Source: an optimization exercise on an open RTL-to-GDS flow (aim: small area, a short achievable clock period and few clock cycles per item). Production flows keep margins and buffers that such runs may drop.
Function was checked by simulation only, so behaviour that the tests miss may differ from the original.
Power figures rest on the tool's default switching activity, not on a simulated workload.

==> flow/design.v (outline; a module is shown in full before it is edited, if it fits) <==
// module csc_tree: 975 lines
// module scpp_csc: 277 lines
module scpp_csc (
    input  wire        clk,
    input  wire        rst,
    input  wire        cfg_we,
    input  wire [3:0]  cfg_addr,
    input  wire [31:0] cfg_wdata,
    input  wire        in_valid,
    output wire        in_ready,
    input  wire [4:0]  in_x,
    input  wire [12:0] in_y,
    input  wire [63:0] in_pix,
    output reg         out_valid,
    input  wire        out_ready,
    output reg  [63:0] out_pix
);
  // ...
==> flow/flow/run.sh <==
#!/bin/bash
set -euo pipefail
cd "$(dirname "$0")/.."
bash standard.sh SETUP_SLACK_MARGIN=10.8 TNS_END_PERCENT=30 \
  "BUFFER_PORTS_ARGS=-buffer_cell sky130_fd_sc_hd__buf_4" finish > flow_make.log 2>&1
==> flow/standard.sh <==
#!/bin/bash
# synth_recipe.tcl (not shown) runs the flow's synth.tcl, then flattens the netlist and writes it again
# the make line also repeats each setting of config.mk as NAME=value (left out here)
make -C /OpenROAD-flow-scripts/flow DESIGN_CONFIG=/design/flow/config.mk WORK_HOME=/design/flow/orfs CLKGATE_MAP_FILE= SYNTH_SCRIPT=/design/flow/synth_recipe.tcl "${@:-finish}"
==> flow/config.mk <==
export PLATFORM = sky130hd
export DESIGN_NAME = scpp_csc
export DESIGN_NICKNAME = scpp_csc
export VERILOG_FILES = /design/flow/design.v
export SDC_FILE = /design/flow/constraint.sdc
export NUM_CORES = 4
export LEC_CHECK = 0
export ABC_CLOCK_PERIOD_IN_PS = 4000
export CAP_MARGIN = 40
export CORE_MARGIN = 2
export CORE_UTILIZATION = 50
export CTS_CLUSTER_DIAMETER = 100
export CTS_CLUSTER_SIZE = 25
export SLEW_MARGIN = 60
==> flow/constraint.sdc <==
create_clock -name core_clock -period 15.0 [get_ports {clk}]
set_input_delay 3.0000 -clock core_clock [delete_from_list [all_inputs] [get_ports {clk}]]
set_output_delay 3.0000 -clock core_clock [all_outputs]
set_load 0.01 [all_outputs]
==> flow_results.xml, run 1 <==
<?xml version="1.0" encoding="UTF-8"?>
<metrics>
  <group name="outcome">
    <metric name="run_status" unit="">finished clean</metric>
  </group>
  <group name="placement">
    <metric name="place_congestion" unit="">0.9669</metric>
    <metric name="placed_cells" unit="">10890</metric>
    <metric name="dp_area" unit="sq um">101900</metric>
  </group>
  <group name="pwr">
    <metric name="p_clk" unit="W">0.00278</metric>
    <metric name="cellLeakagePower" unit="nW">38.52</metric>
    <metric name="dominant_power_group" unit="">registers</metric>
    <metric name="power_combinational" unit="W">0.00307</metric>
  </group>
  <group name="yosys">
    <metric name="synth.net_count" unit="">9909</metric>
    <metric name="yosysWarnings" unit="">2</metric>
    <metric name="synth_mux_area_share" unit="%">2.769</metric>
    <metric name="synth.most_common_cell" unit="">dfxtp_1</metric>
    <metric name="ys_flop_type" unit="">dfxtp_1</metric>
    <metric name="postSynth.asyncResetShare" unit="%">0</metric>
    <metric name="synth.yosys.seq_area_share" unit="%">41.71</metric>
    <metric name="synthesis.instances" unit="">8664</metric>
    <metric name="synth_compound_gate_area_share" unit="%">13.10</metric>
    <metric name="arithmetic_cell_share_of_the_synthesized_area_counting_full_adders_half_adders_and_majority_gates" unit="%">21.70</metric>
  </group>
  <group name="routing">
    <metric name="met3_routed_wirelength" unit="um">42440</metric>
    <metric name="drt-initial-drc-count" unit="">8723</metric>
    <metric name="dr.pass1.iters" unit="">11</metric>
  </group>
  <group name="worst_setup_path">
    <metric name="reg2reg_slack" unit="ps">9990</metric>
    <metric name="worst_path_dominant_cell_family" unit="">compound AO/OA/AOI/OAI gates</metric>
    <metric name="worstSetupEndpoint" unit="">out_pix[1]$_DFFE_PP_</metric>
    <metric name="timing.setup.critical_path_class" unit="">reg -&gt; reg</metric>
  </group>
  <group name="flow_run">
    <metric name="drv_cap" unit="">0</metric>
  </group>
  <group name="final_layout">
    <metric name="largest_class" unit="">multi-input combinational cells</metric>
    <metric name="multi_input_area" unit="sq um">55250</metric>
    <metric name="nClkBuffers" unit="">122</metric>
    <metric name="fin_util" unit="%">57.82</metric>
    <metric name="filler_cell_count" unit="">15970</metric>
    <metric name="nonClockBufferCount" unit="">698</metric>
  </group>
  <group name="clocking">
    <metric name="clk_pin_slew_worst_paths" unit="ps">90</metric>
    <metric name="cts_tree" unit="">done</metric>
  </group>
  <group name="sta">
    <metric name="period_minus_slack" unit="ps">5008</metric>
    <metric name="worst_slew_pin_slew" unit="ps">636.0</metric>
    <metric name="grt_setup_unrepaired" unit="">yes</metric>
    <metric name="max_clock_freq" unit="GHz">0.1997</metric>
  </group>
  <group name="global_routing">
    <metric name="grt_pass1_wl" unit="um">469400</metric>
    <metric name="grt.busiest_layer" unit="">met2</metric>
  </group>
  <group name="die">
    <metric name="boundaryPins" unit="">189</metric>
    <metric name="design.die.area" unit="sq um">197300</metric>
  </group>
</metrics>
Testbench counts, summed over its fixed seeds: cycles 28,689, items 25,661.
==> run 2, diff against run 1 <==
==> flow/run.sh (new file) <==
#!/bin/bash
# synth_recipe.tcl (not shown) runs the flow's synth.tcl, then flattens the netlist and writes it again
# the make line also repeats each setting of config.mk as NAME=value (left out here)
make -C /OpenROAD-flow-scripts/flow DESIGN_CONFIG=/design/flow/config.mk WORK_HOME=/design/flow/orfs CLKGATE_MAP_FILE= SYNTH_SCRIPT=/design/flow/synth_recipe.tcl finish
--- a/flow/config.mk
+++ b/flow/config.mk
@@ -11,4 +11,6 @@
 export CORE_UTILIZATION = 50
 export CTS_CLUSTER_DIAMETER = 100
 export CTS_CLUSTER_SIZE = 25
+export SETUP_SLACK_MARGIN = 5
 export SLEW_MARGIN = 60
+export TNS_END_PERCENT = 30
removed: flow/flow/run.sh
removed: flow/standard.sh
==> flow_results.xml, run 2 <==
<?xml version="1.0" encoding="UTF-8"?>
<metrics>
  <group name="outcome">
    <metric name="run_status" unit="">finished clean</metric>
  </group>
  <group name="die">
    <metric name="die_width" unit="um">444.2</metric>
    <metric name="initial_utilization" unit="%">50.31</metric>
    <metric name="core_area" unit="sq um">192600</metric>
    <metric name="design.die.area" unit="sq um">197300</metric>
    <metric name="die_y" unit="um">444.2</metric>
    <metric name="core.rowCount" unit="">161</metric>
    <metric name="boundaryPins" unit="">189</metric>
  </group>
  <group name="placement">
    <metric name="dp_area" unit="sq um">101900</metric>
    <metric name="port_buffers" unit="">188</metric>
    <metric name="place_congestion" unit="">0.9441</metric>
    <metric name="post-dp-hpwl" unit="um">227900</metric>
  </group>
  <group name="final_layout">
    <metric name="num-nets-final" unit="">9714</metric>
    <metric name="final_cell_mix" unit="">dfxtp_1 (1290), xnor2_1 (933), fa_1 (931), a22oi_1 (813), nand2_1 (602)</metric>
    <metric name="final_common_cell" unit="">dfxtp_1</metric>
    <metric name="area.growth.synth_to_final" unit="%">8.324</metric>
    <metric name="multi_input_area" unit="sq um">52330</metric>
    <metric name="largest_reg_flops" unit="">1024</metric>
    <metric name="final-seq-area" unit="sq um">40520</metric>
    <metric name="max_flop_register" unit="">ring</metric>
    <metric name="post_route_cells_drive_above_1_share" unit="%">8.739</metric>
    <metric name="fin_area" unit="sq um">105000</metric>
    <metric name="filler_cell_count" unit="">16560</metric>
  </group>
  <group name="clocking">
    <metric name="ctsRootBufferMaster" unit="">clkbuf_16</metric>
    <metric name="tritoncts.num_buffers" unit="">89</metric>
    <metric name="numClockSinks" unit="">1802</metric>
    <metric name="cts_tree" unit="">done</metric>
    <metric name="htree_levels" unit="">3</metric>
    <metric name="clock_latency" unit="ps">810</metric>
    <metric name="cts.path.max_buffers" unit="">3</metric>
    <metric name="post_cts_resized" unit="">0</metric>
    <metric name="cts-hold-fix-buffers" unit="">0</metric>
    <metric name="cts_setup_buffers" unit="">0</metric>
    <metric name="clk_pin_slew_worst_paths" unit="ps">100</metric>
  </group>
  <group name="yosys">
    <metric name="synth.ff_latch_count" unit="">1802</metric>
    <metric name="synthTopCellsByArea" unit="">dfxtp_1 (28%), fa_1 (19%), edfxtp_1 (13%), xnor2_1 (8.5%), a22oi_1 (6.3%)</metric>
    <metric name="synth.most_common_cell" unit="">dfxtp_1</metric>
    <metric name="yosysWarnings" unit="">2</metric>
    <metric name="post_synth_instance_area" unit="sq um">96890</metric>
    <metric name="synth.yosys.seq_area_share" unit="%">41.71</metric>
    <metric name="ys_flop_type" unit="">dfxtp_1</metric>
    <metric name="most_common_library_cells_after_synthesis" unit="">dfxtp_1 (1369), xnor2_1 (943), fa_1 (931)</metric>
    <metric name="synth.net_count" unit="">9909</metric>
    <metric name="synthesis.instances" unit="">8664</metric>
    <metric name="postSynth.asyncResetShare" unit="%">0</metric>
    <metric name="yosys.cell_types.count" unit="">101</metric>
    <metric name="synth_enable_flop_cells" unit="">433</metric>
    <metric name="synthDominantAreaCellType" unit="">dfxtp_1</metric>
    <metric name="synthesis.area_per_instance" unit="sq um">11.18</metric>
    <metric name="synth_top_area_share" unit="%">28.29</metric>
  </group>
  <group name="worst_setup_path">
    <metric name="path_max_fanout" unit="">18</metric>
    <metric name="critPathLaunchType" unit="">flip-flop</metric>
    <metric name="timing.setup.critical_path_class" unit="">reg -&gt; reg</metric>
    <metric name="timing.critical_path.arrival" unit="ps">6830</metric>
    <metric name="critPathCaptureType" unit="">flip-flop</metric>
    <metric name="timing.critical_path.required" unit="ps">15540</metric>
  </group>
  <group name="routing">
    <metric name="dr.pass1.iters" unit="">9</metric>
    <metric name="post_drt_wl_per_cell" unit="um">28.93</metric>
    <metric name="finalWirelength" unit="um">319800</metric>
    <metric name="drc_errors" unit="">0</metric>
    <metric name="detailroute.via_count" unit="">67450</metric>
    <metric name="drt-initial-drc-count" unit="">7697</metric>
    <metric name="vias_per_inst" unit="">6.102</metric>
    <metric name="drt.antenna.violating_nets" unit="">0</metric>
  </group>
  <group name="sta">
    <metric name="grt_setup_unrepaired" unit="">no</metric>
    <metric name="period_minus_slack" unit="ps">6292</metric>
    <metric name="worst_slew_pin_slew" unit="ps">643.9</metric>
    <metric name="hold_viol_final" unit="">0</metric>
    <metric name="final.period_utilization" unit="%">41.95</metric>
    <metric name="timing.clock.skew" unit="ps">70.39</metric>
    <metric name="max_clock_freq" unit="GHz">0.1589</metric>
    <metric name="count_of_final_max_slew_check_failures" unit="">0</metric>
    <metric name="setup_viols_final" unit="">0</metric>
    <metric name="setup_total_negative_slack" unit="ps">0</metric>
    <metric name="worst_slew_margin_rel" unit="%">57.08</metric>
    <metric name="post_route_hold_slack" unit="ps">301.7</metric>
  </group>
  <group name="pwr">
    <metric name="power.density" unit="nW/um^2">104.2</metric>
    <metric name="cellLeakagePower" unit="nW">35.80</metric>
    <metric name="power.ir.vdd_worst" unit="uV">87.03</metric>
  </group>
  <group name="global_routing">
    <metric name="global_route.usage.total" unit="%">32.15</metric>
    <metric name="grt_pass1_wl" unit="um">464900</metric>
    <metric name="grt_start_max_net_pins" unit="">91</metric>
    <metric name="overflow" unit="">0</metric>
    <metric name="grt_pass1_vias" unit="">68010</metric>
    <metric name="antenna_found_initial" unit="">5</metric>
  </group>
  <group name="min_path">
    <metric name="timing.hold.worst.class" unit="">reg -&gt; reg</metric>
  </group>
  <group name="flow_run">
    <metric name="drv_cap" unit="">0</metric>
  </group>
</metrics>
[run 2: cell types whose count changed in the layout (fill, tap and decap cells not counted), sizes merged, moves of 2 or more]
cell and delta:
buf -447, clkbuf -19, clkdlybuf4s50 +180, clkinv -3
clkinvlp -2, diode -4, inv +5
[run 2: area by class of cell]
cell class                      instances  share of cell area, %
Multi-Input combinational cell       5611                  49.86
Timing Repair Buffer                  408                  3.811
Inverter                              557                  2.070
Antenna cell                            2               0.004769
Tap cell                             2526                  3.011
Sequential cell                      1802                  38.60
Clock buffer                          125                  2.270
Clock inverter                         22                 0.3731
[run 2: kinds of logic (layout without fill, tap and decap cells)]
kind of cell	count (synthesis)	in the layout	share of synthesized area, %
AO/OA/AOI/OAI	1837	1837	13.10
multiplexers	215	215	2.769
buffers and inverters	1251	1112	4.885
other	0	2	0
AND/OR/NAND/NOR	1400	1400	6.453
XOR/XNOR	1037	1037	9.382
adder cells (fa/ha/maj)	1122	1122	21.70
flip-flops	1802	1802	41.71
[run 2: path summary, 6_finish.rpt]
| check | from | end | slack, ps | depth (start not counted) |
|---|---|---|---|---|
| setup / recovery | ph[0]$_DFF_P_ | out_pix[7]$_DFFE_PP_ | 8710 | 23 |
| setup reg to reg | ph[0]$_DFF_P_ | out_pix[7]$_DFFE_PP_ | 8710 | 23 |
| hold reg to reg | ring[29][9]$_DFF_P_ | ring[30][9]$_DFF_P_ | 300 | 0 |
| hold / removal | ring[29][9]$_DFF_P_ | ring[30][9]$_DFF_P_ | 300 | 0 |
[run 2: where the power goes]
group	switching, W	total, W	leakage (nW)	internal [W]
clock network	0.00162	0.00279	1.33	0.00117
registers	0.000133	0.00538	15.7	0.00524
logic	0.00173	0.00278	18.8	0.00105
total	0.00348	0.0109	35.8	0.00746
[run 2: per-layer routing]
layer	routed length, um	global-route usage [%]	up-vias
li1	-	-	28980
met1	127700	42.94	33510
met2	139000	48.30	3989
met3	33730	7.879	962
met4	19340	17.37	6
met5	41	0	-
[run 2: critical path, cell delays in order, from the launching register on]
cell      delay [ps]
dfxtp_1          390
inv_1             60
ha_1             240
fa_1             380
nand2b_1         170
a21oi_1          350
xor2_2           160
buf_4            360
mux2i_2          260
buf_4            300
and2_2           450
a21o_1           170
ha_1             260
a21o_1           190
a21oi_1          210
o21bai_1          90
a21oi_1          230
o21bai_1         100
a21oi_1          280
and3b_1          270
and3_1           320
nor2_1           340
a31oi_1          160
mux2_2           290
[run 2: per-stage QoR]
| step | setup WS, ps | power [W] | instances | utilization [%] |
|---|---|---|---|---|
| 3_3_place_gp | 8528 | 0.008105 | 10850 | 52.31 |
| 6_report | 8708 | 0.01094 | 11050 | 54.50 |
| 5_1_grt | 8302 | 0.01146 | 11050 | 54.50 |
| 2_1_floorplan | 6182 | 0.007199 | 8664 | - |
| 4_1_cts | 8677 | 0.01095 | 11040 | 54.37 |
| 3_5_place_dp | 8714 | 0.008192 | 10900 | 52.93 |
==> module scpp_csc, before the edit <==
module scpp_csc (
    input  wire        clk,
    input  wire        rst,
    input  wire        cfg_we,
    input  wire [3:0]  cfg_addr,
    input  wire [31:0] cfg_wdata,
    input  wire        in_valid,
    output wire        in_ready,
    input  wire [4:0]  in_x,
    input  wire [12:0] in_y,
    input  wire [63:0] in_pix,
    output reg         out_valid,
    input  wire        out_ready,
    output reg  [63:0] out_pix
);
    function [17:0] brec;
        input [11:0] m;
        integer k;
        reg b2, b1, b0;
        reg [5:0] one, two, neg;
        begin
            for (k = 0; k < 6; k = k + 1) begin
                b2 = m[2*k+1];
                b1 = m[2*k];
                b0 = (k == 0) ? 1'b0 : m[2*k-1];
                one[k] = b1 ^ b0;
                two[k] = (b2 & ~b1 & ~b0) | (~b2 & b1 & b0);
                neg[k] = b2;
            end
            brec = {neg, two, one};
        end
    endfunction
    reg [17:0] bm00, bm01, bm02, bm10, bm11, bm12, bm20, bm21, bm22;
    reg [2:0]  mop;
    reg        widen_en, trunc_en;
    reg [1:0]  dmeth;
    wire [17:0] wrec = brec(cfg_wdata[11:0]);
    always @(posedge clk) begin
        if (rst) begin
            bm00 <= 0; bm01 <= 0; bm02 <= 0; bm10 <= 0; bm11 <= 0; bm12 <= 0;
            bm20 <= 0; bm21 <= 0; bm22 <= 0;
            mop <= 0; widen_en <= 0; trunc_en <= 0; dmeth <= 0;
        end else if (cfg_we) begin
            case (cfg_addr)
                4'd0:  bm00 <= wrec;
                4'd1:  bm01 <= wrec;
                4'd2:  bm02 <= wrec;
                4'd4:  bm10 <= wrec;
                4'd5:  bm11 <= wrec;
                4'd6:  bm12 <= wrec;
                4'd8:  bm20 <= wrec;
                4'd9:  bm21 <= wrec;
                4'd10: bm22 <= wrec;
                4'd12: begin
                    mop <= cfg_wdata[2:0]; widen_en <= cfg_wdata[3];
                    trunc_en <= cfg_wdata[4]; dmeth <= cfg_wdata[6:5];
                end
                default: ;
            endcase
        end
    end
    wire mat8  = (mop == 3'd1) || (mop == 3'd3);
    wire mat16 = (mop == 3'd2);
    wire do_mat = mat8 || mat16;
    wire is16 = !mat8;
    wire do_verterr = trunc_en && (dmeth == 2'd1);
    wire do_ordered = trunc_en && (dmeth == 2'd2);
    reg  [30:0] kn0, kn1, kn2;
    reg         old_s;
    always @* begin
        case (cfg_addr)
            4'd0: old_s = bm00[17];  4'd1: old_s = bm01[17];  4'd2: old_s = bm02[17];
            4'd4: old_s = bm10[17];  4'd5: old_s = bm11[17];  4'd6: old_s = bm12[17];
            4'd8: old_s = bm20[17];  4'd9: old_s = bm21[17];  4'd10: old_s = bm22[17];
            default: old_s = 1'b0;
        endcase
    end
    reg         kq_we;
    reg  [3:0]  kq_addr;
    reg  [31:0] kq_wdata;
    reg         kq_olds;          
    always @(posedge clk) begin
        kq_we    <= cfg_we && !rst && (cfg_addr < 4'd12);
        kq_addr  <= cfg_addr;
        kq_wdata <= cfg_wdata;
        kq_olds  <= old_s;
    end
    wire [1:0]  cfg_row = kq_addr[3:2];
    wire        cfg_isk = (kq_addr[1:0] == 2'd3);
    wire [1:0]  cnt0 = {1'b0, bm00[17]} + {1'b0, bm01[17]} + {1'b0, bm02[17]};
    wire [1:0]  cnt1 = {1'b0, bm10[17]} + {1'b0, bm11[17]} + {1'b0, bm12[17]};
    wire [1:0]  cnt2 = {1'b0, bm20[17]} + {1'b0, bm21[17]} + {1'b0, bm22[17]};
    wire [1:0]  cnt_sel = (cfg_row == 2'd0) ? cnt0 : (cfg_row == 2'd1) ? cnt1 : cnt2;
    wire        k_fits  = (kq_wdata[31:29] == 3'b000) || (kq_wdata[31:29] == 3'b111);
    wire [29:0] k_sat   = k_fits ? kq_wdata[29:0] : {kq_wdata[31], {29{!kq_wdata[31]}}};
    wire [30:0] kn_sel  = (cfg_row == 2'd0) ? kn0  : (cfg_row == 2'd1) ? kn1  : kn2;
    wire [30:0] kn_base = cfg_isk ? {k_sat[29], k_sat} : kn_sel;
    wire [30-10:0] kn_dlt = cfg_isk ? {{(30-11){1'b0}}, cnt_sel}
                        : (kq_wdata[11] & !kq_olds) ? {{(30-10){1'b0}}, 1'b1}
                        : (!kq_wdata[11] & kq_olds) ? {(30-9){1'b1}} : {(30-9){1'b0}};
    wire [30:0] kn_new  = kn_base + {kn_dlt, 10'd0};
    always @(posedge clk) begin
        if (rst) begin
            kn0 <= 0; kn1 <= 0; kn2 <= 0;
        end else if (kq_we) begin
            case (cfg_row)
                2'd0: kn0 <= kn_new;
                2'd1: kn1 <= kn_new;
                default: kn2 <= kn_new;
            endcase
        end
    end
    reg        skid_v;
    reg        rdy_q;
    reg  [4:0] ph;            
    reg        v1;
    reg  [4:0] x1;
    wire [4:0] pos1  = ph - x1;               
    wire       stall = v1 && do_verterr && (pos1[2:0] != 3'd7);
    wire       en    = !skid_v && !stall;
    assign in_ready = rdy_q;
    reg        v0;
    reg [63:0] p0;
    reg [4:0]  x0;
    reg [2:0]  y0;
    reg        yz0;
    wire [63:0] pw = widen_en ? {in_pix[55:48], in_pix[55:48], in_pix[39:32], in_pix[39:32],
                                 in_pix[23:16], in_pix[23:16], in_pix[7:0], in_pix[7:0]}
                              : in_pix;
    always @(posedge clk) begin
        if (rst) v0 <= 1'b0;
        else if (en) v0 <= in_valid;
        if (en) begin
            p0 <= pw; x0 <= in_x; y0 <= in_y[2:0]; yz0 <= (in_y == 13'd0);
        end
    end
    wire [25:0] hs0, hc0, hs1, hc1, hs2, hc2;
    wire cy0, cy1, cy2;
    csc_tree t0 (.c1(p0[31:16]), .c2(p0[47:32]), .c3(p0[63:48]),
        .one0(bm00[5:0]), .two0(bm00[11:6]), .neg0(bm00[17:12]),
        .one1(bm01[5:0]), .two1(bm01[11:6]), .neg1(bm01[17:12]),
        .one2(bm02[5:0]), .two2(bm02[11:6]), .neg2(bm02[17:12]),
        .kk(kn0), .hs(hs0), .hc(hc0), .cy(cy0));
    csc_tree t1 (.c1(p0[31:16]), .c2(p0[47:32]), .c3(p0[63:48]),
        .one0(bm10[5:0]), .two0(bm10[11:6]), .neg0(bm10[17:12]),
        .one1(bm11[5:0]), .two1(bm11[11:6]), .neg1(bm11[17:12]),
        .one2(bm12[5:0]), .two2(bm12[11:6]), .neg2(bm12[17:12]),
        .kk(kn1), .hs(hs1), .hc(hc1), .cy(cy1));
    csc_tree t2 (.c1(p0[31:16]), .c2(p0[47:32]), .c3(p0[63:48]),
        .one0(bm20[5:0]), .two0(bm20[11:6]), .neg0(bm20[17:12]),
        .one1(bm21[5:0]), .two1(bm21[11:6]), .neg1(bm21[17:12]),
        .one2(bm22[5:0]), .two2(bm22[11:6]), .neg2(bm22[17:12]),
        .kk(kn2), .hs(hs2), .hc(hc2), .cy(cy2));
    wire [2:0]  bd   = y0 ^ x0[2:0];
    wire [7:0]  thr  = {bd[0], y0[0], bd[1], y0[1], bd[2], y0[2], 2'b00};
    reg [25:0] s1_0, c1_0, s1_1, c1_1, s1_2, c1_2;
    reg        cy1_0, cy1_1, cy1_2;
    reg [15:0] a1;
    reg [47:0] cp1;         
    reg [7:0]  d1;          
    reg        yz1;
    always @(posedge clk) begin
        if (rst) v1 <= 1'b0;
        else if (en) v1 <= v0;
        if (en) begin
            s1_0 <= hs0; c1_0 <= hc0; cy1_0 <= cy0;
            s1_1 <= hs1; c1_1 <= hc1; cy1_1 <= cy1;
            s1_2 <= hs2; c1_2 <= hc2; cy1_2 <= cy2;
            a1 <= p0[15:0]; cp1 <= p0[63:16]; d1 <= thr;
            x1 <= x0; yz1 <= yz0;
        end
    end
    wire [25+1:0] qq0 = {s1_0, 1'b1} + {c1_0, cy1_0};
    wire [22:0] q0 = qq0[25+1:3+1];
    wire [25+1:0] qq1 = {s1_1, 1'b1} + {c1_1, cy1_1};
    wire [22:0] q1 = qq1[25+1:3+1];
    wire [25+1:0] qq2 = {s1_2, 1'b1} + {c1_2, cy1_2};
    wire [22:0] q2 = qq2[25+1:3+1];
    reg  [31:0] ring [0:31];
    reg  [31:0] fl;
    wire [1:0]  port  = pos1[4:3];
    wire [31:0] e_rd  = ring[{port, 3'd7}];
    wire        f_rd  = fl[{port, 3'd7}];
    wire        err_clear = do_verterr && (x1 == 5'd0) && yz1;
    wire [31:0] e_use = (err_clear || !f_rd) ? 32'd0 : e_rd;
    wire [31:0] dadd  = do_verterr ? e_use : do_ordered ? {4{d1}} : 32'd0;
    wire [7:0] dadd_a  = dadd[7:0];
    wire [7:0] dadd_c1 = dadd[15:8];
    wire [7:0] dadd_c2 = dadd[23:16];
    wire [7:0] dadd_c3 = dadd[31:24];
    function [15:0] sat_add;
        input [15:0] v;
        input [7:0]  d;
        reg   [16:0] s;
        begin
            s = {1'b0, v} + {9'd0, d};
            sat_add = s[16] ? 16'hFFFF : s[15:0];
        end
    endfunction
    function [31:0] clamp_dith;      
        input [22:0] q;
        input          w16;
        input          dm;
        input [15:0]   cp;
        input [7:0]    d;
        reg neg, ov;
        reg [15:0] b, r, vn, v8, v;
        begin
            neg = dm & q[22];
            ov  = dm & (w16 ? (|q[22-1:16]) : (|q[22-1:8]));
            b   = dm ? q[15:0] : cp;
            vn  = sat_add(b, d);
            v8  = 16'h00FF + {8'd0, d};
            if (neg) begin
                r = 16'd0; v = {8'd0, d};
            end else if (ov) begin
                r = w16 ? 16'hFFFF : 16'h00FF;
                v = w16 ? 16'hFFFF : v8;
            end else begin
                r = b; v = vn;
            end
            clamp_dith = {v, r};
        end
    endfunction
    wire [31:0] cd1 = clamp_dith(q0, is16, do_mat, cp1[15:0],  dadd_c1);
    wire [31:0] cd2 = clamp_dith(q1, is16, do_mat, cp1[31:16], dadd_c2);
    wire [31:0] cd3 = clamp_dith(q2, is16, do_mat, cp1[47:32], dadd_c3);
    wire [15:0] r1 = cd1[15:0], r2 = cd2[15:0], r3 = cd3[15:0];
    wire [15:0] c1_d = cd1[31:16], c2_d = cd2[31:16], c3_d = cd3[31:16];
    wire [15:0] a_d  = sat_add(a1, dadd_a);
    wire [63:0] res = trunc_en ? {8'd0, c3_d[15:8], 8'd0, c2_d[15:8],
                                  8'd0, c1_d[15:8], 8'd0, a_d[15:8]}
                               : {r3, r2, r1, a1};
    wire arr = v1 && en;
    wire ewr = arr && do_verterr;
    wire [31:0] e_new = {c3_d[7:0], c2_d[7:0], c1_d[7:0], a_d[7:0]};
    integer i;
    always @(posedge clk) begin
        for (i = 0; i < 32; i = i + 1) begin
            if ((i % 8 == 0) && ewr && (port == ((i / 8 + 3) % 4))) begin
                ring[i] <= e_new;
                fl[i]   <= 1'b1;
            end else begin
                ring[i] <= ring[(i + 31) % 32];
                fl[i]   <= fl[(i + 31) % 32] && !(ewr && err_clear);
            end
        end
        if (rst) ph <= 5'd0;
        else     ph <= ph + 5'd1;
    end
    reg [63:0] skid_pix;
    wire out_free = !out_valid || out_ready;
    wire       skid_n  = !rst && !out_free && (skid_v || arr);
    wire       v1_n    = !rst && (en ? v0 : v1);
    wire [4:0] x1_n    = en ? x0 : x1;
    wire [4:0] ph_n    = rst ? 5'd0 : ph + 5'd1;
    wire [4:0] pos1_n  = ph_n - x1_n;
    wire       stall_n = v1_n && do_verterr && (pos1_n[2:0] != 3'd7);
    always @(posedge clk) begin
        rdy_q <= !skid_n && !stall_n;
        if (rst) begin
            out_valid <= 1'b0;
            skid_v    <= 1'b0;
        end else if (out_free) begin
            out_valid <= skid_v || arr;
            skid_v    <= 1'b0;
        end else if (arr) begin
            skid_v    <= 1'b1;
        end
        if (out_free) begin
            if (skid_v) out_pix <= skid_pix;
            else        out_pix <= res;
        end else if (arr) begin
            skid_pix <= res;
        end
    end
endmodule
==> run 3, diff against run 2 <==
--- a/flow/design.v
+++ b/flow/design.v
@@ -1090,8 +1090,7 @@
     reg  [4:0] ph;            
     reg        v1;
     reg  [4:0] x1;
-    wire [4:0] pos1  = ph - x1;               
-    wire       stall = v1 && do_verterr && (pos1[2:0] != 3'd7);
+    reg        stall;         
     wire       en    = !skid_v && !stall;
     assign in_ready = rdy_q;
     reg        v0;
@@ -1153,9 +1152,9 @@
     wire [22:0] q2 = qq2[25+1:3+1];
     reg  [31:0] ring [0:31];
     reg  [31:0] fl;
-    wire [1:0]  port  = pos1[4:3];
-    wire [31:0] e_rd  = ring[{port, 3'd7}];
-    wire        f_rd  = fl[{port, 3'd7}];
+    reg  [1:0]  port;
+    reg  [31:0] e_rd;
+    reg         f_rd;
     wire        err_clear = do_verterr && (x1 == 5'd0) && yz1;
     wire [31:0] e_use = (err_clear || !f_rd) ? 32'd0 : e_rd;
     wire [31:0] dadd  = do_verterr ? e_use : do_ordered ? {4{d1}} : 32'd0;
@@ -1233,6 +1232,10 @@
     wire       stall_n = v1_n && do_verterr && (pos1_n[2:0] != 3'd7);
     always @(posedge clk) begin
         rdy_q <= !skid_n && !stall_n;
+        stall <= stall_n;
+        port  <= pos1_n[4:3];
+        e_rd  <= ring[{pos1_n[4:3], 3'd6}];
+        f_rd  <= fl[{pos1_n[4:3], 3'd6}] && !(ewr && err_clear);
         if (rst) begin
             out_valid <= 1'b0;
             skid_v    <= 1'b0;
==> flow_results.xml, run 3 <==
<?xml version="1.0" encoding="UTF-8"?>
<metrics>
  <group name="clocking">
    <metric name="htree_levels" unit="">3</metric>
    <metric name="post_cts_resized" unit="">0</metric>
    <metric name="ctsRootBufferMaster" unit="">clkbuf_16</metric>
    <metric name="clock_latency" unit="ps">810</metric>
    <metric name="cts_tree" unit="">done</metric>
    <metric name="cts_setup_buffers" unit="">0</metric>
    <metric name="cts.path.max_buffers" unit="">3</metric>
    <metric name="tritoncts.num_buffers" unit="">93</metric>
    <metric name="clk_pin_slew_worst_paths" unit="ps">100</metric>
    <metric name="numClockSinks" unit="">1838</metric>
    <metric name="cts-hold-fix-buffers" unit="">0</metric>
  </group>
  <group name="yosys">
    <metric name="ys_flop_type" unit="">dfxtp_1</metric>
    <metric name="yosys.cell_types.count" unit="">87</metric>
    <metric name="synth.ff_latch_count" unit="">1838</metric>
    <metric name="synthesis.area_per_instance" unit="sq um">11.16</metric>
    <metric name="most_common_library_cells_after_synthesis" unit="">dfxtp_1 (1407), xnor2_1 (944), fa_1 (934)</metric>
    <metric name="yosysWarnings" unit="">2</metric>
    <metric name="post_synth_instance_area" unit="sq um">97420</metric>
    <metric name="synthTopCellsByArea" unit="">dfxtp_1 (29%), fa_1 (19%), edfxtp_1 (13%), xnor2_1 (8.5%), a22oi_1 (6.3%)</metric>
    <metric name="synth.most_common_cell" unit="">dfxtp_1</metric>
    <metric name="synth.yosys.seq_area_share" unit="%">42.20</metric>
    <metric name="synth.net_count" unit="">9974</metric>
    <metric name="synthDominantAreaCellType" unit="">dfxtp_1</metric>
    <metric name="synth_top_area_share" unit="%">28.91</metric>
    <metric name="synthesis.instances" unit="">8727</metric>
    <metric name="postSynth.asyncResetShare" unit="%">0</metric>
    <metric name="synth_enable_flop_cells" unit="">431</metric>
  </group>
  <group name="pwr">
    <metric name="cellLeakagePower" unit="nW">36.84</metric>
    <metric name="power.ir.vdd_worst" unit="uV">93.25</metric>
    <metric name="power.density" unit="nW/um^2">106.7</metric>
  </group>
  <group name="placement">
    <metric name="placement.setup.worst_slack" unit="ps">8818</metric>
    <metric name="port_buffers" unit="">188</metric>
    <metric name="place_congestion" unit="">0.9764</metric>
    <metric name="post-dp-hpwl" unit="um">228200</metric>
  </group>
  <group name="sta">
    <metric name="setup_viols_final" unit="">0</metric>
    <metric name="finalWorstSetupSlack" unit="ps">9245</metric>
    <metric name="count_of_final_max_slew_check_failures" unit="">0</metric>
    <metric name="max_clock_freq" unit="GHz">0.1738</metric>
    <metric name="hold_viol_final" unit="">0</metric>
    <metric name="final.period_utilization" unit="%">38.37</metric>
    <metric name="setup_total_negative_slack" unit="ps">0</metric>
    <metric name="timing.clock.skew" unit="ps">64.61</metric>
    <metric name="period_minus_slack" unit="ps">5755</metric>
    <metric name="grt_setup_unrepaired" unit="">no</metric>
    <metric name="post_route_hold_slack" unit="ps">282.8</metric>
    <metric name="worst_slew_margin_rel" unit="%">56.16</metric>
    <metric name="worst_slew_pin_slew" unit="ps">657.6</metric>
  </group>
  <group name="worst_setup_path">
    <metric name="timing.critical_path.arrival" unit="ps">6280</metric>
    <metric name="timing.setup.critical_path_class" unit="">reg -&gt; reg</metric>
    <metric name="critPathLaunchType" unit="">flip-flop</metric>
    <metric name="path_max_fanout" unit="">9</metric>
    <metric name="critPathCaptureType" unit="">flip-flop</metric>
    <metric name="timing.critical_path.required" unit="ps">15530</metric>
  </group>
  <group name="die">
    <metric name="core.rowCount" unit="">162</metric>
    <metric name="die_y" unit="um">445.4</metric>
    <metric name="initial_utilization" unit="%">50.17</metric>
    <metric name="die_width" unit="um">445.4</metric>
    <metric name="design.die.area" unit="sq um">198400</metric>
    <metric name="core_area" unit="sq um">194200</metric>
    <metric name="boundaryPins" unit="">189</metric>
  </group>
  <group name="outcome">
    <metric name="run_status" unit="">finished clean</metric>
  </group>
  <group name="global_routing">
    <metric name="grt_start_max_net_pins" unit="">96</metric>
    <metric name="antenna_found_initial" unit="">13</metric>
    <metric name="grt_pass1_wl" unit="um">473300</metric>
    <metric name="global_route.usage.total" unit="%">32.75</metric>
    <metric name="overflow" unit="">0</metric>
    <metric name="grt_pass1_vias" unit="">68870</metric>
  </group>
  <group name="flow_run">
    <metric name="drv_cap" unit="">0</metric>
  </group>
  <group name="routing">
    <metric name="drc_errors" unit="">0</metric>
    <metric name="finalWirelength" unit="um">326900</metric>
    <metric name="vias_per_inst" unit="">6.076</metric>
    <metric name="dr.pass1.iters" unit="">8</metric>
    <metric name="detailroute.via_count" unit="">67470</metric>
    <metric name="drt.antenna.violating_nets" unit="">0</metric>
    <metric name="post_drt_wl_per_cell" unit="um">29.44</metric>
    <metric name="drt-initial-drc-count" unit="">7158</metric>
  </group>
  <group name="final_layout">
    <metric name="area.growth.synth_to_final" unit="%">8.234</metric>
    <metric name="final_common_cell" unit="">dfxtp_1</metric>
    <metric name="post_route_cells_drive_above_1_share" unit="%">8.169</metric>
    <metric name="final_cell_mix" unit="">dfxtp_1 (1319), xnor2_1 (935), fa_1 (934), a22oi_1 (818), nand2_1 (612)</metric>
    <metric name="largest_reg_flops" unit="">1024</metric>
    <metric name="max_flop_register" unit="">ring</metric>
    <metric name="filler_cell_count" unit="">16720</metric>
    <metric name="num-nets-final" unit="">9750</metric>
  </group>
  <group name="min_path">
    <metric name="timing.hold.worst.class" unit="">reg -&gt; reg</metric>
  </group>
</metrics>
run 3: cell types whose count changed after synthesis, sizes merged, moves of 17 or more:
cell    before   now
dfxtp     1369  1407
o41ai        6    32
o22ai       10    35
nor2b       62    31
a21oi      340   323
a211oi     185   151
and2        26    58
inv        551   640
run 3: worst paths after layout:
path,cells after the start,end,slack (ps),startpoint
setup / recovery,20,out_pix[20]$_DFFE_PP_,9240,s1_0[0]$_DFFE_PP_
hold / removal,0,ring[3][4]$_DFF_P_,280,ring[2][4]$_DFF_P_
setup reg to reg,20,out_pix[20]$_DFFE_PP_,9240,s1_0[0]$_DFFE_PP_
hold reg to reg,0,ring[3][4]$_DFF_P_,280,ring[2][4]$_DFF_P_
run 3: per-layer routing:
metal / share of wire [%] / track usage (%) / vias up / routed length (um)
met5: 0.012 / 0 / - / 39
met4: 7.3 / 20.09 / 6 / 23720
met3: 11 / 8.530 / 1101 / 34830
met2: 43 / 48.82 / 3928 / 139800
met1: 39 / 42.76 / 33520 / 128400
li1: - / - / 28910 / -
run 3: kinds of logic (layout without fill, tap and decap cells):
group           count (synthesis)  after routing  share of synthesized area [%]
compound gates               1813           1813                          12.85
mux                           204            204                          2.664
flops                        1838           1838                          42.20
buf+inv                      1332           1162                          5.149
xor+xnor                     1041           1041                          9.359
other cells                     0              5                              0
simple gates                 1375           1375                          6.143
fa+ha+maj                    1124           1124                          21.63
run 3: report_power, final:
part           leakage [nW]  total [W]  internal, W  switching, W
clock network          1.40    0.00293      0.00123       0.00169
logic                  19.5    0.00285      0.00105       0.00180
registers              16.0    0.00548      0.00534      0.000142
total                  36.8     0.0113      0.00762       0.00363
run 3: critical path, cell delays in order, from the launching register on:
cell and delay (ps):
edfxtp_1 380, ha_1 310, a21oi_1 190, o221ai_1 300, xnor2_1 530, nor2_1 90, a21oi_1 470, inv_1 180
fa_1 470, a21o_1 180, a21oi_1 250, o21bai_1 90, a21oi_1 250, o21ai_0 250, o2111ai_1 240, nor4_1 110
buf_4 190, a211oi_4 420, and3_1 230, nor3_1 60, mux2_2 290
run 3: final cells by class:
cell class	count	area (sq um)	area share, %
antenna	5	12.51	0.01187
clock buffer	122	2457	2.331
clock inverter	27	478.0	0.4533
inverter	646	2511	2.382
multi-input combinational	5557	51840	49.17
sequential	1838	41220	39.10
tap	2542	3181	3.017
timing repair buffer	367	3735	3.542
run 3: stage by stage:
stage	area, sq um	util, %	cells	total power [W]
finish	105400	54.30	11100	0.01125
global route	105400	54.29	11100	0.01178
CTS	105200	54.19	11090	0.01126
detailed placement	102300	52.67	10950	0.008365
global placement	101100	52.09	10920	0.008267
floorplan	97420	-	8727	0.007300
Testbench counts of run 3, summed over its fixed seeds: cycles 28,689, items 25,661.
==> run 4, diff against run 3 <==
==> flow/flow/run.sh (new file) <==
#!/bin/bash
set -euo pipefail
cd "$(dirname "$0")/.."
bash standard.sh SETUP_SLACK_MARGIN=10.8 TNS_END_PERCENT=30 \
  "BUFFER_PORTS_ARGS=-buffer_cell sky130_fd_sc_hd__buf_4" finish > flow_make.log 2>&1
==> flow/standard.sh (new file) <==
#!/bin/bash
# synth_recipe.tcl (not shown) runs the flow's synth.tcl, then flattens the netlist and writes it again
# the make line also repeats each setting of config.mk as NAME=value (left out here)
make -C /OpenROAD-flow-scripts/flow DESIGN_CONFIG=/design/flow/config.mk WORK_HOME=/design/flow/orfs CLKGATE_MAP_FILE= SYNTH_SCRIPT=/design/flow/synth_recipe.tcl "${@:-finish}"
--- a/flow/config.mk
+++ b/flow/config.mk
@@ -11,6 +11,4 @@
 export CORE_UTILIZATION = 50
 export CTS_CLUSTER_DIAMETER = 100
 export CTS_CLUSTER_SIZE = 25
-export SETUP_SLACK_MARGIN = 5
 export SLEW_MARGIN = 60
-export TNS_END_PERCENT = 30
removed: flow/run.sh
==> flow_results.xml, run 4 <==
<?xml version="1.0" encoding="UTF-8"?>
<metrics>
  <group name="routing">
    <metric name="dr.pass1.iters" unit="">9</metric>
    <metric name="finalWirelength" unit="um">357700</metric>
    <metric name="drt.antenna.violating_nets" unit="">0</metric>
    <metric name="detailroute.via_count" unit="">70750</metric>
    <metric name="vias_per_inst" unit="">6.196</metric>
    <metric name="drc_errors" unit="">0</metric>
    <metric name="post_drt_wl_per_cell" unit="um">31.32</metric>
    <metric name="drt-initial-drc-count" unit="">8904</metric>
  </group>
  <group name="yosys">
    <metric name="post_synth_instance_area" unit="sq um">97420</metric>
    <metric name="most_common_library_cells_after_synthesis" unit="">dfxtp_1 (1407), xnor2_1 (944), fa_1 (934)</metric>
    <metric name="synth.net_count" unit="">9974</metric>
    <metric name="synth_top_area_share" unit="%">28.91</metric>
    <metric name="synthesis.area_per_instance" unit="sq um">11.16</metric>
    <metric name="synth.yosys.seq_area_share" unit="%">42.20</metric>
    <metric name="postSynth.asyncResetShare" unit="%">0</metric>
    <metric name="synth.ff_latch_count" unit="">1838</metric>
    <metric name="synthTopCellsByArea" unit="">dfxtp_1 (29%), fa_1 (19%), edfxtp_1 (13%), xnor2_1 (8.5%), a22oi_1 (6.3%)</metric>
    <metric name="synth.most_common_cell" unit="">dfxtp_1</metric>
    <metric name="ys_flop_type" unit="">dfxtp_1</metric>
    <metric name="yosysWarnings" unit="">2</metric>
    <metric name="synthDominantAreaCellType" unit="">dfxtp_1</metric>
    <metric name="synth_enable_flop_cells" unit="">431</metric>
    <metric name="synthesis.instances" unit="">8727</metric>
    <metric name="yosys.cell_types.count" unit="">87</metric>
  </group>
  <group name="worst_setup_path">
    <metric name="reg2reg_slack" unit="ps">10290</metric>
    <metric name="critPathCaptureType" unit="">flip-flop</metric>
    <metric name="timing.critical_path.buf_inv" unit="">5</metric>
    <metric name="timing.setup.critical_path_class" unit="">in -&gt; reg</metric>
    <metric name="path_max_fanout" unit="">7</metric>
    <metric name="cp_slowest_stage_delay" unit="ps">520</metric>
    <metric name="cp_cell_sequence" unit="">clkbuf_16 -&gt; or2_4 -&gt; ha_4 -&gt; inv_2 -&gt; fa_2 -&gt; a21o_1 -&gt; a21oi_2 -&gt; xnor2_2 -&gt; xor2_4 -&gt; buf_12 -&gt; buf_12 -&gt; buf_16 -&gt; mux4_2</metric>
    <metric name="critPathLaunchType" unit="">primary input</metric>
    <metric name="critical-path-slowest-cell" unit="">mux4_2</metric>
    <metric name="timing.critical_path.arrival" unit="ps">5420</metric>
    <metric name="cpMostUsedCell" unit="">buf_12</metric>
    <metric name="worst_path_dominant_cell_family" unit="">buffers and inverters</metric>
    <metric name="timing.critical_path.required" unit="ps">15640</metric>
  </group>
  <group name="sta">
    <metric name="hold_viol_final" unit="">0</metric>
    <metric name="period_minus_slack" unit="ps">4780</metric>
    <metric name="setup_total_negative_slack" unit="ps">0</metric>
    <metric name="worst_slew_pin_slew" unit="ps">681.6</metric>
    <metric name="timing.clock.skew" unit="ps">69.32</metric>
    <metric name="setup_viols_final" unit="">0</metric>
    <metric name="post_route_hold_slack" unit="ps">286.3</metric>
    <metric name="worst_slew_margin_rel" unit="%">53.26</metric>
    <metric name="finalWorstSetupSlack" unit="ps">10220</metric>
    <metric name="max_clock_freq" unit="GHz">0.2092</metric>
    <metric name="grt_setup_unrepaired" unit="">yes</metric>
    <metric name="final.period_utilization" unit="%">31.87</metric>
    <metric name="count_of_final_max_slew_check_failures" unit="">0</metric>
  </group>
  <group name="die">
    <metric name="core.rowCount" unit="">162</metric>
    <metric name="die_y" unit="um">445.4</metric>
    <metric name="initial_utilization" unit="%">50.17</metric>
    <metric name="die_width" unit="um">445.4</metric>
    <metric name="core_area" unit="sq um">194200</metric>
    <metric name="design.die.area" unit="sq um">198400</metric>
    <metric name="boundaryPins" unit="">189</metric>
  </group>
  <group name="final_layout">
    <metric name="num-nets-final" unit="">10060</metric>
    <metric name="post_route_cells_drive_above_1_share" unit="%">21.94</metric>
    <metric name="final_cell_mix" unit="">dfxtp_1 (1317), xnor2_1 (866), fa_1 (720), a22oi_1 (660), nand2_1 (604)</metric>
    <metric name="final_common_cell" unit="">dfxtp_1</metric>
    <metric name="largest_reg_flops" unit="">1024</metric>
    <metric name="area.growth.synth_to_final" unit="%">15.66</metric>
    <metric name="max_flop_register" unit="">ring</metric>
  </group>
  <group name="flow_run">
    <metric name="drv_cap" unit="">0</metric>
  </group>
  <group name="clocking">
    <metric name="clock_latency" unit="ps">820</metric>
    <metric name="htree_levels" unit="">3</metric>
    <metric name="numClockSinks" unit="">1838</metric>
    <metric name="tritoncts.num_buffers" unit="">91</metric>
    <metric name="cts_tree" unit="">done</metric>
    <metric name="cts.path.max_buffers" unit="">3</metric>
    <metric name="ctsRootBufferMaster" unit="">clkbuf_16</metric>
    <metric name="clk_pin_slew_worst_paths" unit="ps">100</metric>
  </group>
  <group name="placement">
    <metric name="placement.setup.worst_slack" unit="ps">8624</metric>
    <metric name="port_buffers" unit="">188</metric>
    <metric name="post-dp-hpwl" unit="um">231600</metric>
    <metric name="place_congestion" unit="">0.9625</metric>
  </group>
  <group name="global_routing">
    <metric name="grt_pass1_vias" unit="">68710</metric>
    <metric name="global_route.usage.total" unit="%">33.45</metric>
    <metric name="grt_pass1_wl" unit="um">480800</metric>
    <metric name="grt_start_max_net_pins" unit="">90</metric>
    <metric name="antenna_found_initial" unit="">30</metric>
    <metric name="overflow" unit="">0</metric>
  </group>
  <group name="pwr">
    <metric name="switching_share" unit="%">32.91</metric>
    <metric name="cellLeakagePower" unit="nW">39.96</metric>
    <metric name="sequential_cell_fraction_of_total_power" unit="%">47.1</metric>
    <metric name="power.ir.vdd_worst" unit="uV">98.72</metric>
    <metric name="p_clk_share" unit="%">24.6</metric>
    <metric name="p_int" unit="W">0.007823</metric>
    <metric name="power.density" unit="nW/um^2">103.5</metric>
    <metric name="netSwitchingPower" unit="W">0.003837</metric>
    <metric name="pwr-share-comb" unit="%">28.3</metric>
  </group>
  <group name="min_path">
    <metric name="timing.hold.worst.class" unit="">reg -&gt; reg</metric>
  </group>
  <group name="outcome">
    <metric name="run_status" unit="">finished clean</metric>
  </group>
</metrics>
## run 4: cell types whose count changed in the layout (fill, tap and decap cells not counted), sizes merged, moves of 2 or more
cell	delta
buf	+462
clkbuf	+31
clkdlybuf4s50	-181
clkinv	-7
clkinvlp	+2
diode	+5
## run 4: power groups by stage
stage	logic, W	registers, W	clock network [W]
after detailed placement	0.00276	0.00559	0
final	0.00330	0.00549	0.00287
after global routing	0.00353	0.00551	0.00310
after CTS	0.00298	0.00548	0.00293
after floorplan	0.00179	0.00552	0
after global placement	0.00266	0.00559	0
## run 4: cell type report
class	count	area [sq um]
antenna	10	25.02
clock buffer	128	2459
clock inverter	22	364.1
fill	16180	81510
inverter	646	2609
multi-input combinational	5560	55570
sequential	1838	41250
tap	2542	3181
timing repair buffer	673	7203
## run 4: logic make-up (layout without fill, tap and decap cells)
logic type      Yosys count  in the layout  synth area share (%)
compound gates         1813           1815                 12.85
xor+xnor               1041           1041                 9.359
fa+ha+maj              1124           1124                 21.63
buf+inv                1332           1469                 5.149
flops                  1838           1838                 42.20
mux                     204            204                 2.664
other cells               0             10                     0
simple gates           1375           1376                 6.143
## run 4: repair_timing
action | 4_1_cts | 5_1_grt
pin swaps | 122 | 384
endpoints found under the setup margin | 508 | 481
resized for setup | 430 | 752
buffers inserted | 102 | 146
gates cloned | 7 | 37
hold buffers | 0 | 0
## run 4: layer usage
metal / wire (um) / vias to the layer above / GRT usage [%]
met5: 157 / - / 0.2930
met4: 27310 / 24 / 17.51
met3: 44050 / 1200 / 9.039
met2: 151600 / 4583 / 50.20
met1: 134600 / 35360 / 44.32
li1: - / 29590 / -
## run 4: per-stage QoR
| stage | utilization [%] | cell area, sq um | total power, W | cells |
|---|---|---|---|---|
| after floorplan | - | 97700 | 0.007309 | 8727 |
| after global placement | 51.97 | 100900 | 0.008251 | 10930 |
| after detailed placement | 52.54 | 102000 | 0.008350 | 10960 |
| after CTS | 55.46 | 107700 | 0.01139 | 11220 |
| after global routing | 58.01 | 112600 | 0.01214 | 11410 |
| final | 58.02 | 112700 | 0.01166 | 11420 |
## run 4: path summary, 6_finish.rpt
| path | from | to | cells past startpoint |
|---|---|---|---|
| setup / recovery | rst | e_rd[22]$_DFF_P_ | 13 |
| hold / removal | ring[12][16]$_DFF_P_ | ring[13][16]$_DFF_P_ | 0 |
| setup reg to reg | p0[24]$_DFFE_PP_ | s1_2[5]$_DFFE_PP_ | 11 |
| hold reg to reg | ring[12][16]$_DFF_P_ | ring[13][16]$_DFF_P_ | 0 |
==> run 5, diff against run 4 <==
==> flow/flow/run.sh (replaced) <==
#!/bin/bash
set -euo pipefail
cd "$(dirname "$0")/.."
bash standard.sh SETUP_SLACK_MARGIN=10.5 TNS_END_PERCENT=10 \
  "BUFFER_PORTS_ARGS=-buffer_cell sky130_fd_sc_hd__buf_4" finish > flow_make.log 2>&1
==> flow_results.xml, run 5 <==
<?xml version="1.0" encoding="UTF-8"?>
<metrics>
  <group name="sta">
    <metric name="timing.clock.skew" unit="ps">59.82</metric>
    <metric name="worst_slew_pin_slew" unit="ps">775.5</metric>
    <metric name="final.period_utilization" unit="%">32.30</metric>
    <metric name="post_route_hold_slack" unit="ps">295.2</metric>
    <metric name="setup_total_negative_slack" unit="ps">0</metric>
    <metric name="hold_viol_final" unit="">0</metric>
    <metric name="max_clock_freq" unit="GHz">0.2064</metric>
    <metric name="setup_viols_final" unit="">0</metric>
    <metric name="grt_setup_unrepaired" unit="">yes</metric>
    <metric name="count_of_final_max_slew_check_failures" unit="">0</metric>
    <metric name="period_minus_slack" unit="ps">4845</metric>
    <metric name="worst_slew_margin_rel" unit="%">48.30</metric>
  </group>
  <group name="yosys">
    <metric name="yosysWarnings" unit="">2</metric>
    <metric name="synthDominantAreaCellType" unit="">dfxtp_1</metric>
    <metric name="ys_flop_type" unit="">dfxtp_1</metric>
    <metric name="synthTopCellsByArea" unit="">dfxtp_1 (29%), fa_1 (19%), edfxtp_1 (13%), xnor2_1 (8.5%), a22oi_1 (6.3%)</metric>
    <metric name="most_common_library_cells_after_synthesis" unit="">dfxtp_1 (1407), xnor2_1 (944), fa_1 (934)</metric>
    <metric name="synth.yosys.seq_area_share" unit="%">42.20</metric>
    <metric name="synth.net_count" unit="">9974</metric>
    <metric name="synth.most_common_cell" unit="">dfxtp_1</metric>
    <metric name="yosys.cell_types.count" unit="">87</metric>
    <metric name="synthesis.instances" unit="">8727</metric>
    <metric name="postSynth.asyncResetShare" unit="%">0</metric>
    <metric name="synth.ff_latch_count" unit="">1838</metric>
    <metric name="post_synth_instance_area" unit="sq um">97420</metric>
    <metric name="synth_enable_flop_cells" unit="">431</metric>
    <metric name="synth_top_area_share" unit="%">28.91</metric>
    <metric name="synthesis.area_per_instance" unit="sq um">11.16</metric>
  </group>
  <group name="worst_setup_path">
    <metric name="critPathLaunchType" unit="">primary input</metric>
    <metric name="cp_cell_sequence" unit="">clkbuf_16 -&gt; or2_4 -&gt; ha_4 -&gt; inv_2 -&gt; fa_2 -&gt; a21o_1 -&gt; a21oi_2 -&gt; xnor2_2 -&gt; xor2_4 -&gt; buf_12 -&gt; buf_6 -&gt; buf_16 -&gt; mux4_2</metric>
    <metric name="timing.critical_path.arrival" unit="ps">5470</metric>
    <metric name="critical-path-slowest-cell" unit="">mux4_2</metric>
    <metric name="timing.critical_path.required" unit="ps">15630</metric>
    <metric name="timing.setup.critical_path_class" unit="">in -&gt; reg</metric>
    <metric name="critPathCaptureType" unit="">flip-flop</metric>
    <metric name="path_max_fanout" unit="">6</metric>
    <metric name="cp_slowest_stage_delay" unit="ps">510</metric>
    <metric name="timing.critical_path.buf_inv" unit="">5</metric>
    <metric name="worst_path_dominant_cell_family" unit="">buffers and inverters</metric>
  </group>
  <group name="clocking">
    <metric name="cts.path.max_buffers" unit="">3</metric>
    <metric name="ctsRootBufferMaster" unit="">clkbuf_16</metric>
    <metric name="clock_latency" unit="ps">800</metric>
    <metric name="htree_levels" unit="">3</metric>
    <metric name="tritoncts.num_buffers" unit="">92</metric>
    <metric name="cts_tree" unit="">done</metric>
    <metric name="clk_pin_slew_worst_paths" unit="ps">90</metric>
    <metric name="numClockSinks" unit="">1838</metric>
  </group>
  <group name="routing">
    <metric name="drt.antenna.violating_nets" unit="">0</metric>
    <metric name="finalWirelength" unit="um">340500</metric>
    <metric name="drt-initial-drc-count" unit="">8132</metric>
    <metric name="detailroute.via_count" unit="">68730</metric>
    <metric name="post_drt_wl_per_cell" unit="um">30.35</metric>
    <metric name="vias_per_inst" unit="">6.128</metric>
    <metric name="dr.pass1.iters" unit="">6</metric>
    <metric name="drc_errors" unit="">0</metric>
  </group>
  <group name="die">
    <metric name="design.die.area" unit="sq um">198400</metric>
    <metric name="die_y" unit="um">445.4</metric>
    <metric name="core_area" unit="sq um">194200</metric>
    <metric name="initial_utilization" unit="%">50.17</metric>
    <metric name="boundaryPins" unit="">189</metric>
    <metric name="die_width" unit="um">445.4</metric>
    <metric name="core.rowCount" unit="">162</metric>
  </group>
  <group name="final_layout">
    <metric name="final_cell_mix" unit="">dfxtp_1 (1313), xnor2_1 (925), fa_1 (921), a22oi_1 (803), nand2_1 (602)</metric>
    <metric name="multi_input_area" unit="sq um">53330</metric>
    <metric name="final_common_cell" unit="">dfxtp_1</metric>
    <metric name="largest_reg_flops" unit="">1024</metric>
    <metric name="area.growth.synth_to_final" unit="%">10.71</metric>
    <metric name="post_route_cells_drive_above_1_share" unit="%">13.95</metric>
    <metric name="post_layout_nonfiller_instances" unit="">11220</metric>
    <metric name="filler_cell_count" unit="">16530</metric>
    <metric name="max_flop_register" unit="">ring</metric>
    <metric name="num-nets-final" unit="">9857</metric>
    <metric name="final-seq-area" unit="sq um">41250</metric>
  </group>
  <group name="placement">
    <metric name="post-dp-hpwl" unit="um">231600</metric>
    <metric name="place_congestion" unit="">0.9621</metric>
    <metric name="placed_cells" unit="">10950</metric>
    <metric name="port_buffers" unit="">188</metric>
  </group>
  <group name="global_routing">
    <metric name="antenna_found_initial" unit="">23</metric>
    <metric name="global_route.usage.total" unit="%">33.50</metric>
    <metric name="grt_pass1_vias" unit="">68630</metric>
    <metric name="overflow" unit="">0</metric>
    <metric name="grt_pass1_wl" unit="um">482100</metric>
    <metric name="grt_start_max_net_pins" unit="">95</metric>
  </group>
  <group name="outcome">
    <metric name="run_status" unit="">finished clean</metric>
  </group>
  <group name="pwr">
    <metric name="power.density" unit="nW/um^2">106.1</metric>
    <metric name="power.ir.vdd_worst" unit="uV">100.5</metric>
    <metric name="cellLeakagePower" unit="nW">38.12</metric>
  </group>
  <group name="flow_run">
    <metric name="drv_cap" unit="">0</metric>
  </group>
  <group name="min_path">
    <metric name="timing.hold.worst.class" unit="">reg -&gt; reg</metric>
  </group>
</metrics>
==> run 5: cell types whose count changed in the layout (fill, tap and decap cells not counted), sizes merged <==
cell,change
clkbuf,-12
inv,-3
a31o,+1
clkinvlp,-3
clkinv,+8
or3,-1
diode,-5
buf,-189
or2,+1
==> run 5: worst paths after layout <==
check	slack [ps]	end	cells past startpoint	startpoint
worst min-delay path	300	ring[12][18]$_DFF_P_	0	ring[11][18]$_DFF_P_
worst min register to register	300	ring[12][18]$_DFF_P_	0	ring[11][18]$_DFF_P_
worst max-delay path	10150	e_rd[5]$_DFF_P_	13	rst
worst max register to register	10170	s1_2[4]$_DFFE_PP_	11	p0[22]$_DFFE_PP_
==> run 5: power by group <==
part | switching, W | internal (W) | leakage, nW
combinational | 0.00189 | 0.00115 | 20.8
clock | 0.00169 | 0.00120 | 1.37
sequential | 0.000168 | 0.00534 | 16.0
total | 0.00375 | 0.00769 | 38.1
==> run 5: per-stage QoR <==
| stage | worst slack, ps | power [W] | utilization, % | area [sq um] |
|---|---|---|---|---|
| 3_5_place_dp | 8594 | 0.008361 | 52.40 | 101800 |
| 2_1_floorplan | 9348 | 0.007304 | - | 97530 |
| 5_1_grt | 10090 | 0.01193 | 55.54 | 107800 |
| 4_1_cts | 10170 | 0.01129 | 54.53 | 105900 |
| 3_3_place_gp | 7928 | 0.008269 | 51.87 | 100700 |
| 6_report | 10150 | 0.01144 | 55.54 | 107800 |
==> run 5: cell families after synthesis <==
family	share of synthesized area, %
muxes	2.664
buffers and inverters	5.149
and+or+nand+nor	6.143
adders and majority gates	21.63
AOI/OAI and AO/OA	12.85
DFF	42.20
xor gates and xnor gates	9.359
==> run 5: final cells by class <==
cell class                      instances  share of cell area, %
Timing Repair Buffer                  471                  4.260
Tap cell                             2542                  2.949
Antenna cell                            5                0.01160
Clock buffer                          129                  2.267
Clock inverter                         24                 0.4223
Sequential cell                      1838                  38.25
Inverter                              646                  2.391
Multi-Input combinational cell       5561                  49.45
==> run 5: per-layer routing <==
metal / wire length (um) / track usage [%] / vias up
met3: 40080 / 9.519 / 1159
met2: 144700 / 49.82 / 4252
met1: 131600 / 43.82 / 34160
met4: 23850 / 19.18 / 20
li1: - / - / 29140
met5: 215 / 0.4396 / -
==> run 5: timing repair <==
action,4_1_cts,5_1_grt
hold buffers,0,0
gates cloned,6,9
resized for setup,184,265
pin swaps,32,63
endpoints found under the setup margin,408,388
buffers inserted,43,50
==> run 6, diff against run 5 <==
==> flow/flow/run.sh (replaced) <==
#!/bin/bash
set -euo pipefail
cd "$(dirname "$0")/.."
bash standard.sh SETUP_SLACK_MARGIN=10.4 TNS_END_PERCENT=5 \
  "BUFFER_PORTS_ARGS=-buffer_cell sky130_fd_sc_hd__buf_4" finish > flow_make.log 2>&1
==> flow_results.xml, run 6 <==
<?xml version="1.0" encoding="UTF-8"?>
<metrics>
  <group name="sta">
    <metric name="period_minus_slack" unit="ps">4827</metric>
    <metric name="timing.clock.skew" unit="ps">69.23</metric>
    <metric name="hold_viol_final" unit="">0</metric>
    <metric name="worst_slew_margin_rel" unit="%">54.07</metric>
    <metric name="worst_slew_pin_slew" unit="ps">688.9</metric>
    <metric name="setup_total_negative_slack" unit="ps">0</metric>
    <metric name="setup_viols_final" unit="">0</metric>
    <metric name="max_clock_freq" unit="GHz">0.2072</metric>
    <metric name="grt_setup_unrepaired" unit="">yes</metric>
    <metric name="final.period_utilization" unit="%">32.18</metric>
    <metric name="count_of_final_max_slew_check_failures" unit="">0</metric>
  </group>
  <group name="worst_setup_path">
    <metric name="cp_slowest_stage_delay" unit="ps">710</metric>
    <metric name="critical-path-slowest-cell" unit="">dfxtp_1</metric>
    <metric name="timing.setup.critical_path_class" unit="">reg -&gt; reg</metric>
    <metric name="cp_cell_sequence" unit="">buf_4 -&gt; a22oi_1 -&gt; xnor2_1 -&gt; ha_1 -&gt; inv_1 -&gt; fa_1 -&gt; fa_1 -&gt; fa_1 -&gt; inv_1 -&gt; fa_1 -&gt; fa_1</metric>
    <metric name="path_max_fanout" unit="">12</metric>
    <metric name="timing.critical_path.required" unit="ps">15480</metric>
    <metric name="critPathCaptureType" unit="">flip-flop</metric>
    <metric name="worstReg2RegStart" unit="">bm22[9]$_SDFFE_PP0P_</metric>
    <metric name="timing.critical_path.arrival" unit="ps">5300</metric>
    <metric name="reg2reg_depth" unit="">11</metric>
    <metric name="reg2reg_slack" unit="ps">10170</metric>
    <metric name="r2r-end" unit="">s1_2[7]$_DFFE_PP_</metric>
    <metric name="timing.critical_path.from" unit="">bm22[9]$_SDFFE_PP0P_</metric>
    <metric name="cpMostUsedCell" unit="">fa_1</metric>
    <metric name="worstSetupEndpoint" unit="">s1_2[7]$_DFFE_PP_</metric>
    <metric name="critPathLaunchType" unit="">flip-flop</metric>
  </group>
  <group name="yosys">
    <metric name="synth_top_area_share" unit="%">28.91</metric>
    <metric name="most_common_library_cells_after_synthesis" unit="">dfxtp_1 (1407), xnor2_1 (944), fa_1 (934)</metric>
    <metric name="synth.net_count" unit="">9974</metric>
    <metric name="synth_enable_flop_cells" unit="">431</metric>
    <metric name="synthTopCellsByArea" unit="">dfxtp_1 (29%), fa_1 (19%), edfxtp_1 (13%), xnor2_1 (8.5%), a22oi_1 (6.3%)</metric>
    <metric name="synthesis.area_per_instance" unit="sq um">11.16</metric>
    <metric name="synth.ff_latch_count" unit="">1838</metric>
    <metric name="yosysWarnings" unit="">2</metric>
    <metric name="synthDominantAreaCellType" unit="">dfxtp_1</metric>
    <metric name="postSynth.asyncResetShare" unit="%">0</metric>
    <metric name="post_synth_instance_area" unit="sq um">97420</metric>
    <metric name="synth.yosys.seq_area_share" unit="%">42.20</metric>
    <metric name="synth.most_common_cell" unit="">dfxtp_1</metric>
    <metric name="synthesis.instances" unit="">8727</metric>
    <metric name="ys_flop_type" unit="">dfxtp_1</metric>
    <metric name="yosys.cell_types.count" unit="">87</metric>
  </group>
  <group name="global_routing">
    <metric name="global_route.usage.total" unit="%">33.67</metric>
    <metric name="grt_start_max_net_pins" unit="">88</metric>
    <metric name="grt_pass1_vias" unit="">68780</metric>
    <metric name="antenna_found_initial" unit="">24</metric>
    <metric name="grt_pass1_wl" unit="um">483500</metric>
    <metric name="overflow" unit="">0</metric>
  </group>
  <group name="routing">
    <metric name="finalWirelength" unit="um">336400</metric>
    <metric name="dr.pass1.iters" unit="">9</metric>
    <metric name="post_drt_wl_per_cell" unit="um">30.01</metric>
    <metric name="drt.antenna.violating_nets" unit="">0</metric>
    <metric name="detailroute.via_count" unit="">68590</metric>
    <metric name="drc_errors" unit="">0</metric>
    <metric name="vias_per_inst" unit="">6.119</metric>
    <metric name="drt-initial-drc-count" unit="">7834</metric>
  </group>
  <group name="clocking">
    <metric name="cts_tree" unit="">done</metric>
    <metric name="clk_pin_slew_worst_paths" unit="ps">100</metric>
    <metric name="htree_levels" unit="">3</metric>
    <metric name="tritoncts.num_buffers" unit="">93</metric>
    <metric name="clock_latency" unit="ps">810</metric>
    <metric name="ctsRootBufferMaster" unit="">clkbuf_16</metric>
    <metric name="cts.path.max_buffers" unit="">3</metric>
    <metric name="numClockSinks" unit="">1838</metric>
    <metric name="cts-hold-fix-buffers" unit="">0</metric>
  </group>
  <group name="placement">
    <metric name="post-dp-hpwl" unit="um">232800</metric>
    <metric name="placed_cells" unit="">10960</metric>
    <metric name="place_congestion" unit="">0.9530</metric>
    <metric name="port_buffers" unit="">188</metric>
  </group>
  <group name="die">
    <metric name="core_area" unit="sq um">194200</metric>
    <metric name="initial_utilization" unit="%">50.17</metric>
    <metric name="die_y" unit="um">445.4</metric>
    <metric name="boundaryPins" unit="">189</metric>
    <metric name="design.die.area" unit="sq um">198400</metric>
    <metric name="core.rowCount" unit="">162</metric>
    <metric name="die_width" unit="um">445.4</metric>
  </group>
  <group name="final_layout">
    <metric name="largest_reg_flops" unit="">1024</metric>
    <metric name="final_cell_mix" unit="">dfxtp_1 (1315), xnor2_1 (929), fa_1 (928), a22oi_1 (816), nand2_1 (606)</metric>
    <metric name="post_route_cells_drive_above_1_share" unit="%">13.11</metric>
    <metric name="area.growth.synth_to_final" unit="%">10.16</metric>
    <metric name="num-nets-final" unit="">9852</metric>
    <metric name="final_common_cell" unit="">dfxtp_1</metric>
    <metric name="filler_cell_count" unit="">16650</metric>
    <metric name="max_flop_register" unit="">ring</metric>
    <metric name="post_layout_nonfiller_instances" unit="">11210</metric>
  </group>
  <group name="flow_run">
    <metric name="drv_cap" unit="">0</metric>
  </group>
  <group name="outcome">
    <metric name="run_status" unit="">finished clean</metric>
  </group>
  <group name="min_path">
    <metric name="holdCritStartpoint" unit="">ring[20][8]$_DFF_P_</metric>
    <metric name="timing.hold.worst.class" unit="">reg -&gt; reg</metric>
  </group>
  <group name="pwr">
    <metric name="cellLeakagePower" unit="nW">37.98</metric>
    <metric name="power.ir.vdd_worst" unit="uV">93.07</metric>
    <metric name="power.density" unit="nW/um^2">106.0</metric>
  </group>
</metrics>
[run 6: changes by cell type in the layout (fill, tap and decap cells not counted), sizes merged]
cell    before  now
a21o        53   52
a31o         8    7
buf        454  459
bufbuf       0    3
bufinv       0    2
clkbuf     146  132
clkinv      19   20
o31a         7    6
or2         13   12
[run 6: per-stage QoR]
stage	power [W]	hold slack (ps)	worst slack, ps	utilization, %	area, sq um
after detailed placement	0.008346	312.1	8847	52.41	101800
after global placement	0.008261	309.6	8551	51.90	100800
final	0.01138	317.2	10170	55.27	107300
after floorplan	0.007304	309.6	9348	-	97520
after global routing	0.01188	320.0	10090	55.27	107300
after CTS	0.01133	309.2	10270	54.65	106100
[run 6: final cells by class]
class	instances	area (sq um)	share of cell area [%]
multi-input cells	5557	52920	49.31
flip-flops and latches	1838	41240	38.43
repair buffers	469	4409	4.109
well taps	2542	3181	2.964
inverters	646	2604	2.426
clock buffers	125	2467	2.299
clock inverters	27	479.2	0.4465
diodes	5	12.51	0.01166
[run 6: layer usage]
| metal | up-vias | track usage, % | wire [um] |
|---|---|---|---|
| met3 | 1087 | 10.62 | 39630 |
| met1 | 34280 | 43.69 | 130000 |
| met4 | 30 | 18.56 | 21980 |
| met5 | - | 0 | 220 |
| li1 | 29120 | - | - |
| met2 | 4068 | 50.04 | 144500 |
[run 6: worst min-delay path by stage]
stage | slack [ps] | cells after the start | to
after CTS | 310 | 0 | ring[26][10]$_DFF_P_
after global placement | 310 | 0 | ring[4][8]$_DFF_P_
final | 320 | 0 | ring[21][8]$_DFF_P_
after global routing | 320 | 0 | ring[11][9]$_DFF_P_
after detailed placement | 310 | 0 | ring[21][31]$_DFF_P_
after floorplan | 310 | 0 | ring[10][0]$_DFF_P_
[run 6: logic make-up after synthesis]
logic type	share of synthesized area, %
buffers and inverters	5.149
AOI/OAI and AO/OA	12.85
and+or+nand+nor	6.143
xor gates and xnor gates	9.359
DFF	42.20
muxes	2.664
adders and majority gates	21.63
[run 6: worst max-delay path: cells and delay by family, from the launching register on]
family,cells,cell delay [ps]
adders and majority gates,6,2810
DFF,1,710
buffers and inverters,3,510
xor gates and xnor gates,1,370
AOI/OAI and AO/OA,1,110
[run 6: repair_timing]
| item | 4_1_cts | 5_1_grt |
|---|---|---|
| pin swaps | 31 | 45 |
| resized for setup | 202 | 124 |
| gates cloned | 9 | 0 |
| setup endpoints to repair | 385 | 349 |
| setup buffers | 38 | 37 |
| hold endpoints to repair | 0 | 0 |
[run 6: power breakdown]
group | internal (W) | total (W) | switching [W]
Clock | 0.00124 | 0.00294 | 0.00169
Sequential | 0.00534 | 0.00552 | 0.000182
Combinational | 0.00109 | 0.00292 | 0.00183
Total | 0.00767 | 0.0114 | 0.00370

Check on run 6: ideal ports give 10.173 ns setup slack; a clkbuf_16 on the clock port and buf_2 on the inputs give 10.016 ns; moving port delays by the midpoint clock arrival (0.875 ns) as well gives 9.140 ns.
